Background: an optimization exercise with open tools, aiming at a short achievable clock period and few clock cycles per item. Do not read the settings as production practice.

==> inputs of 07-11 <==
==> flow/design.v <==
module lcc_core (
    input  wire        clk,
    input  wire        rst,         
    input  wire        cmd_valid,
    output wire        cmd_ready,
    input  wire [7:0]  cmd,
    input  wire [15:0] din,
    output reg         rsp_valid,
    output reg  [15:0] dout,
    output reg  [1:0]  rsp
);
    integer j;
    reg        pol;
    reg        prev;
    reg        err;
    reg        ill;
    reg [15:0] cnt;
    reg ready;
    assign cmd_ready = ready;
    reg        va;
    reg [7:0]  ca;
    reg [15:0] da;
    always @(posedge clk) begin
        ready <= ~rst;
        va    <= cmd_valid & ready & ~rst;
        ca    <= cmd;
        da    <= din;
    end
    wire [3:0] op_a = ca[7:4];
    wire [1:0] w_a  = ca[3:2];
    wire [1:0] z_a  = ca[1:0];
    wire [3:0] k_a  = ca[3:0];
    reg legal_a;
    always @* begin
        case (op_a)
            4'h0:    legal_a = (k_a == 4'd0);
            4'hB:    legal_a = (k_a <= 4'd4);
            4'hC:    legal_a = (k_a <= 4'd3);
            4'h1, 4'h2, 4'h3, 4'h5, 4'h6, 4'h7, 4'h8, 4'h9:
                     legal_a = (z_a == 2'b00) && (w_a != 2'b11);
            4'h4, 4'hA:
                     legal_a = (z_a == 2'b00) && (w_a == 2'b10);
            default: legal_a = 1'b0;
        endcase
    end
    wire        lv_a   = va & ~rst & legal_a;
    wire [15:0] oph_a  = lv_a ? (16'h0001 << op_a) : 16'h0000;
    wire [4:0]  kh_a   = 5'b00001 << k_a[2:0];      
    wire [7:0] dmask_a = (w_a == 2'b00) ? 8'h01 : (w_a == 2'b01) ? 8'h0F : 8'hFF;
    wire [7:0] dm_a = da[7:0] & dmask_a;     
    wire [7:0] dn_a = ~da[7:0] & dmask_a;    
    reg [7:0] s_a, u_a;
    reg [7:0] eq_a;                         
    reg [7:0] bl_a;                         
    always @* begin
        for (j = 0; j < 8; j = j + 1) begin
            s_a[j]  = ^(dm_a >> j);
            u_a[j]  = ^(dn_a >> j);
            eq_a[j] = ~(da[2*j+1] ^ da[2*j]);
        end
        for (j = 0; j < 7; j = j + 1)
            bl_a[j] = ~(da[2*j+1] ^ da[2*j+2]);
        bl_a[7] = 1'b0;
    end
    wire mal_a    = |(eq_a & dmask_a);
    wire brest_a  = |(bl_a & (dmask_a >> 1));
    wire xtop_a   = (w_a == 2'b00) ? da[1] : (w_a == 2'b01) ? da[7] : da[15];
    reg        vb;
    reg        ill_b;                       
    reg [15:0] oh_b;                        
    reg [4:0]  kh_b;
    reg [7:0]  dmask_b;
    reg [15:0] db;
    reg [7:0]  s_b, u_b;
    reg        mal_b, brest_b, xtop_b;
    always @(posedge clk) begin
        vb      <= va & ~rst;
        ill_b   <= va & ~rst & ~legal_a;
        oh_b    <= oph_a;
        kh_b    <= kh_a;
        dmask_b <= dmask_a;
        db      <= da;
        s_b     <= s_a;
        u_b     <= u_a;
        mal_b   <= mal_a;
        brest_b <= brest_a;
        xtop_b  <= xtop_a;
    end
    wire is_menc  = oh_b[1];
    wire is_mdec  = oh_b[2];
    wire is_mchk  = oh_b[3];
    wire is_decc  = oh_b[4];
    wire is_dmenc = oh_b[5];
    wire is_dmdec = oh_b[6];
    wire is_bmenc = oh_b[7];
    wire is_bmdec = oh_b[8];
    wire is_bmchk = oh_b[9];
    wire is_trans = oh_b[10];
    wire is_csrr  = oh_b[11];
    wire is_csrw  = oh_b[12];
    reg [15:0] emask_b;                     
    reg [7:0]  xe_b, xo_b;
    always @* begin
        for (j = 0; j < 8; j = j + 1) begin
            emask_b[2*j]   = dmask_b[j];
            emask_b[2*j+1] = dmask_b[j];
            xe_b[j]        = db[2*j];
            xo_b[j]        = db[2*j+1];
        end
    end
    wire [7:0] topm_b = dmask_b & ~(dmask_b >> 1);
    reg [15:0] menc_v, dmenc_v, bmenc_v;
    reg [7:0]  dmdec_v;
    always @* begin
        for (j = 0; j < 8; j = j + 1) begin
            menc_v[2*j]    = db[j];
            menc_v[2*j+1]  = ~db[j];
            dmenc_v[2*j]   = s_b[j];
            dmenc_v[2*j+1] = ~s_b[j];
            bmenc_v[2*j]   = u_b[j];
            bmenc_v[2*j+1] = (j == 7) ? 1'b1 : ~u_b[(j+1) % 8];
        end
        for (j = 0; j < 7; j = j + 1)
            dmdec_v[j] = ~(db[2*j+2] ^ db[2*j+1]) & dmask_b[j+1];
        dmdec_v[7] = 1'b0;
        dmdec_v = dmdec_v | (topm_b & {8{~xtop_b}});
    end
    wire bbad1 = xtop_b | brest_b;          
    wire bbad0 = ~xtop_b | brest_b;         
    wire acct  = is_mchk | is_decc | is_bmchk;
    wire setp  = is_dmdec | is_bmdec | is_bmchk | (is_csrw & kh_b[1]);
    wire [15:0] base_n =
          ({16{is_menc}}  & menc_v  & emask_b)
        | ({16{is_dmenc}} & dmenc_v & emask_b)
        | ({16{is_bmenc}} & bmenc_v & emask_b)
        | {8'h00,
             ({8{is_mdec}}  & xe_b & dmask_b)
           | ({8{is_decc & ~mal_b}} & xe_b)
           | ({8{is_dmdec}} & dmdec_v)
           | ({8{is_bmdec}} & (xo_b ^ xe_b) & dmask_b)
           | ({8{is_trans}} & {db[7], db[6:0] ^ db[7:1]})};
    wire [15:0] pm_n =
          ({16{is_dmenc | is_bmenc}} & emask_b)
        | {8'h00, {8{is_dmdec}} & topm_b}
        | {8'h00, is_trans, 6'd0, is_csrr & kh_b[1]};
    wire [15:0] qm_n =
          ({16{is_menc}} & emask_b)
        | {8'h00, {8{is_mdec}} & dmask_b}
        | {8'h00, {8{is_decc & ~mal_b}}}
        | {15'd0, is_csrr & kh_b[0]};
    wire sel_st_n   = is_csrr & kh_b[2];
    wire sel_cnt_n  = is_csrr & kh_b[3];
    wire sel_cnte_n = is_csrr & kh_b[4];
    wire r1_n = ((is_mdec | is_mchk | is_decc) & mal_b) | (is_bmchk & bbad1);
    wire r0_n = ((is_mdec | is_mchk | is_decc) & mal_b) | (is_bmchk & bbad0);
    wire pa_n = setp ? db[0]
              : is_dmenc ? ~s_b[0]
              : is_bmenc ? ~u_b[0]
              : 1'b1;
    wire pb_n = setp ? db[0]
              : is_dmenc ? s_b[0]
              : is_bmenc ? u_b[0]
              : 1'b0;
    wire errwr_n = is_csrw & kh_b[2];
    wire ekeep_n = ~errwr_n;
    wire es1_n   = errwr_n ? db[0] : ((is_mchk | is_decc) & mal_b) | (is_bmchk & bbad1);
    wire es0_n   = errwr_n ? db[0] : ((is_mchk | is_decc) & mal_b) | (is_bmchk & bbad0);
    wire i1_n    = ((is_mchk | is_decc) & ~mal_b) | (is_bmchk & ~bbad1);
    wire i0_n    = ((is_mchk | is_decc) & ~mal_b) | (is_bmchk & ~bbad0);
    wire illset_n = ill_b;
    wire illwr_n  = is_csrw & kh_b[2];
    wire polwr_n  = is_csrw & kh_b[0];
    wire cntwr_n  = is_csrw & kh_b[3];
    reg        vc;
    reg [15:0] base_c, pm_c, qm_c, wd_c;
    reg        sel_cnt_c, sel_cnte_c, sel_st_c;
    reg        r1_c, r0_c, ill_rsp_c;
    reg        pa_c, pb_c, ekeep_c, es1_c, es0_c, inc_c;
    reg        illset_c, illwr_c, polwr_c, cntwr_c;
    wire prev_nx = prev ? pa_c : pb_c;
    wire err_nx  = (err & ekeep_c) | (prev ? es1_c : es0_c);
    always @(posedge clk) begin
        vc         <= vb & ~rst;
        base_c     <= base_n;
        pm_c       <= pm_n;
        qm_c       <= qm_n;
        wd_c       <= db;
        sel_cnt_c  <= sel_cnt_n;
        sel_cnte_c <= sel_cnte_n;
        sel_st_c   <= sel_st_n;
        r1_c       <= r1_n;
        r0_c       <= r0_n;
        ill_rsp_c  <= ill_b;
        if (rst) begin
            pa_c     <= 1'b1;
            pb_c     <= 1'b0;
            ekeep_c  <= 1'b1;
            es1_c    <= 1'b0;
            es0_c    <= 1'b0;
            inc_c    <= 1'b0;
            illset_c <= 1'b0;
            illwr_c  <= 1'b0;
            polwr_c  <= 1'b0;
            cntwr_c  <= 1'b0;
        end else begin
            pa_c     <= pa_n;
            pb_c     <= pb_n;
            ekeep_c  <= ekeep_n;
            es1_c    <= es1_n;
            es0_c    <= es0_n;
            inc_c    <= (prev_nx ? i1_n : i0_n) & ~err_nx;
            illset_c <= illset_n;
            illwr_c  <= illwr_n;
            polwr_c  <= polwr_n;
            cntwr_c  <= cntwr_n;
        end
    end
    wire [15:0] cnt_inc = (&cnt) ? cnt : cnt + 16'd1;
    always @(posedge clk) begin
        if (rst) begin
            pol  <= 1'b0;
            prev <= 1'b0;
            err  <= 1'b0;
            ill  <= 1'b0;
            cnt  <= 16'h0000;
        end else begin
            if (polwr_c)
                pol <= wd_c[0];
            prev <= prev_nx;
            err  <= err_nx;
            ill  <= illset_c | (illwr_c ? wd_c[1] : ill);
            if (cntwr_c)
                cnt <= wd_c;
            else if (inc_c)
                cnt <= cnt_inc;
        end
    end
    always @(posedge clk) begin
        rsp_valid <= vc & ~rst;
        dout <= base_c
              ^ (pm_c & {16{prev}})
              ^ (qm_c & {16{pol}})
              | (cnt & {16{sel_cnt_c | (sel_cnte_c & err)}})
              | {14'd0, sel_st_c & ill, sel_st_c & err};
        rsp  <= {ill_rsp_c, prev ? r1_c : r0_c};
    end
endmodule
==> flow/run.sh <==
#!/bin/bash
# synth_recipe.tcl (not shown) runs the flow's synth.tcl, then flattens the netlist and writes it again
# the make line also repeats each setting of config.mk as NAME=value (left out here)
make -C /OpenROAD-flow-scripts/flow DESIGN_CONFIG=/design/flow/config.mk WORK_HOME=/design/flow/orfs CLKGATE_MAP_FILE= SYNTH_SCRIPT=/design/flow/synth_recipe.tcl finish
==> flow/config.mk <==
export PLATFORM = sky130hd
export DESIGN_NAME = lcc_core
export DESIGN_NICKNAME = lcc_core
export VERILOG_FILES = /design/flow/design.v
export SDC_FILE = /design/flow/constraint.sdc
export NUM_CORES = 4
export LEC_CHECK = 0
export CAP_MARGIN = 20
export CORE_MARGIN = 2
export CORE_UTILIZATION = 40
export SETUP_SLACK_MARGIN = 2.5
export SLEW_MARGIN = 20
export TNS_END_PERCENT = 100
==> flow/constraint.sdc <==
create_clock -name core_clock -period 3.2 [get_ports {clk}]
set_input_delay 0.6400 -clock core_clock [delete_from_list [all_inputs] [get_ports {clk}]]
set_output_delay 0.6400 -clock core_clock [all_outputs]
set_load 0.01 [all_outputs]
==> 09-21: changes against 07-11 <==
--- a/flow/design.v
+++ b/flow/design.v
@@ -16,4 +16,6 @@
     reg        ill;
     reg [15:0] cnt;
+    reg        full;                        
+    reg        lofull;                      
     reg ready;
     assign cmd_ready = ready;
@@ -66,4 +68,31 @@
     wire brest_a  = |(bl_a & (dmask_a >> 1));
     wire xtop_a   = (w_a == 2'b00) ? da[1] : (w_a == 2'b01) ? da[7] : da[15];
+    wire [15:0] opl_a = legal_a ? (16'h0001 << op_a) : 16'h0000;
+    reg  [15:0] emask_a;                    
+    reg  [7:0]  xe_a, xo_a;
+    always @* begin
+        for (j = 0; j < 8; j = j + 1) begin
+            emask_a[2*j]   = dmask_a[j];
+            emask_a[2*j+1] = dmask_a[j];
+            xe_a[j]        = da[2*j];
+            xo_a[j]        = da[2*j+1];
+        end
+    end
+    wire [7:0] topm_a = dmask_a & ~(dmask_a >> 1);    
+    reg  [15:0] menc_a;
+    always @* for (j = 0; j < 8; j = j + 1) begin
+        menc_a[2*j]   = da[j];
+        menc_a[2*j+1] = ~da[j];
+    end
+    wire [7:0] dmdec_a = (bl_a & (dmask_a >> 1)) | (topm_a & {8{~xtop_a}});
+    wire [15:0] npar_a =
+          ({16{opl_a[1]}} & menc_a & emask_a)
+        | {8'h00,
+             ({8{opl_a[2]}}  & xe_a & dmask_a)
+           | ({8{opl_a[4] & ~mal_a}} & xe_a)
+           | ({8{opl_a[6]}}  & dmdec_a)
+           | ({8{opl_a[8]}}  & (xo_a ^ xe_a) & dmask_a)
+           | ({8{opl_a[10]}} & {da[7], da[6:0] ^ da[7:1]})};
+    reg [15:0] npar_b;
     reg        vb;
     reg        ill_b;                       
@@ -76,4 +105,5 @@
     always @(posedge clk) begin
         vb      <= va & ~rst;
+        npar_b  <= npar_a;
         ill_b   <= va & ~rst & ~legal_a;
         oh_b    <= oph_a;
@@ -100,20 +130,14 @@
     wire is_csrw  = oh_b[12];
     reg [15:0] emask_b;                     
-    reg [7:0]  xe_b, xo_b;
     always @* begin
         for (j = 0; j < 8; j = j + 1) begin
             emask_b[2*j]   = dmask_b[j];
             emask_b[2*j+1] = dmask_b[j];
-            xe_b[j]        = db[2*j];
-            xo_b[j]        = db[2*j+1];
         end
     end
     wire [7:0] topm_b = dmask_b & ~(dmask_b >> 1);
-    reg [15:0] menc_v, dmenc_v, bmenc_v;
-    reg [7:0]  dmdec_v;
-    always @* begin
-        for (j = 0; j < 8; j = j + 1) begin
-            menc_v[2*j]    = db[j];
-            menc_v[2*j+1]  = ~db[j];
+    reg [15:0] dmenc_v, bmenc_v;
+    always @* begin
+        for (j = 0; j < 8; j = j + 1) begin
             dmenc_v[2*j]   = s_b[j];
             dmenc_v[2*j+1] = ~s_b[j];
@@ -121,23 +145,11 @@
             bmenc_v[2*j+1] = (j == 7) ? 1'b1 : ~u_b[(j+1) % 8];
         end
-        for (j = 0; j < 7; j = j + 1)
-            dmdec_v[j] = ~(db[2*j+2] ^ db[2*j+1]) & dmask_b[j+1];
-        dmdec_v[7] = 1'b0;
-        dmdec_v = dmdec_v | (topm_b & {8{~xtop_b}});
     end
     wire bbad1 = xtop_b | brest_b;          
     wire bbad0 = ~xtop_b | brest_b;         
-    wire acct  = is_mchk | is_decc | is_bmchk;
     wire setp  = is_dmdec | is_bmdec | is_bmchk | (is_csrw & kh_b[1]);
-    wire [15:0] base_n =
-          ({16{is_menc}}  & menc_v  & emask_b)
+    wire [15:0] base_n = npar_b
         | ({16{is_dmenc}} & dmenc_v & emask_b)
-        | ({16{is_bmenc}} & bmenc_v & emask_b)
-        | {8'h00,
-             ({8{is_mdec}}  & xe_b & dmask_b)
-           | ({8{is_decc & ~mal_b}} & xe_b)
-           | ({8{is_dmdec}} & dmdec_v)
-           | ({8{is_bmdec}} & (xo_b ^ xe_b) & dmask_b)
-           | ({8{is_trans}} & {db[7], db[6:0] ^ db[7:1]})};
+        | ({16{is_bmenc}} & bmenc_v & emask_b);
     wire [15:0] pm_n =
           ({16{is_dmenc | is_bmenc}} & emask_b)
@@ -178,4 +190,6 @@
     reg        pa_c, pb_c, ekeep_c, es1_c, es0_c, inc_c;
     reg        illset_c, illwr_c, polwr_c, cntwr_c;
+    reg        wdfull_c;                    
+    reg        wdlofull_c;                  
     wire prev_nx = prev ? pa_c : pb_c;
     wire err_nx  = (err & ekeep_c) | (prev ? es1_c : es0_c);
@@ -186,4 +200,6 @@
         qm_c       <= qm_n;
         wd_c       <= db;
+        wdfull_c   <= &db;
+        wdlofull_c <= &db[7:0];
         sel_cnt_c  <= sel_cnt_n;
         sel_cnte_c <= sel_cnte_n;
@@ -216,5 +232,6 @@
         end
     end
-    wire [15:0] cnt_inc = (&cnt) ? cnt : cnt + 16'd1;
+    wire        do_inc  = inc_c & ~full;
+    wire [15:0] cnt_inc = {cnt[15:8] + {7'd0, lofull}, cnt[7:0] + 8'd1};
     always @(posedge clk) begin
         if (rst) begin
@@ -224,4 +241,6 @@
             ill  <= 1'b0;
             cnt  <= 16'h0000;
+            full <= 1'b0;
+            lofull <= 1'b0;
         end else begin
             if (polwr_c)
@@ -230,8 +249,13 @@
             err  <= err_nx;
             ill  <= illset_c | (illwr_c ? wd_c[1] : ill);
-            if (cntwr_c)
-                cnt <= wd_c;
-            else if (inc_c)
-                cnt <= cnt_inc;
+            if (cntwr_c) begin
+                cnt  <= wd_c;
+                full <= wdfull_c;
+                lofull <= wdlofull_c;
+            end else if (do_inc) begin
+                cnt  <= cnt_inc;
+                full <= (cnt == 16'hFFFE);
+                lofull <= (cnt[7:0] == 8'hFE);
+            end
         end
     end
Settings changed: SETUP_SLACK_MARGIN 2.5 to 2.0.
==> flow_summary_export.csv <==
group,metric,value,unit
final_layout,stdcell_area,0.00992,mm²
final_layout,layout.core_utilization,57.2,%
place,total_cell_area_at_the_placement_stage,0.00784,mm²
die,dieHeight,137,µm
worst_hold_path,worstHoldPathType,"flop to flop",
critical_path,timing.reg2reg.setup_slack,1.47,ns
synth,synth.distinct_cells,73,
outcome,outcome,"finished clean",
place,dp_slack,1.02,ns
# the run above: 09-21

==> flow_summary_export.csv <==
group,metric,value,unit
outcome,outcome,"finished clean",
final_layout,stdcell_area,0.0102,mm²
final_layout,layout.core_utilization,65.1,%
place,total_cell_area_at_the_placement_stage,0.00747,mm²
place,dp_slack,0.722,ns
critical_path,timing.reg2reg.setup_slack,1.55,ns
worst_hold_path,worstHoldPathType,"input port to flop",
die,dieHeight,130,µm
# the run above: 07-11

Function was not checked in any run of this note: the RTL went through the layout flow alone.

[re-timing with driven ports]
The flow's constraints put no driver on any port. The routed layouts listed below were extracted and timed again, unchanged, in two steps. Step 1: set_driving_cell puts a clkbuf_16 on clk and a buf_2 on each other input, an assumption about the parent block. Step 2 adds t to the input delays and takes it off the output delays; t is the mean of the earliest and latest rising clock arrival at the registers after step 1. Input paths then give back, and output paths get back, about the clock's delay inside the block. Slacks: ideal ports / drivers / drivers and shift; pairs: ideal ports / drivers.
run	t, ns	setup WS [ns]	worst hold slack (ns)
07-11	0.467	1.548 / 1.548 / 1.477	0.315 / 0.296 / 0.330
09-21	0.526	1.469 / 1.469 / 1.453	0.326 / 0.326 / 0.326
After both steps setup and hold are still met in every run listed. The setup slack of 07-11, which loses most, moves by 0.000 ns with the drivers and by -0.071 ns with both steps.
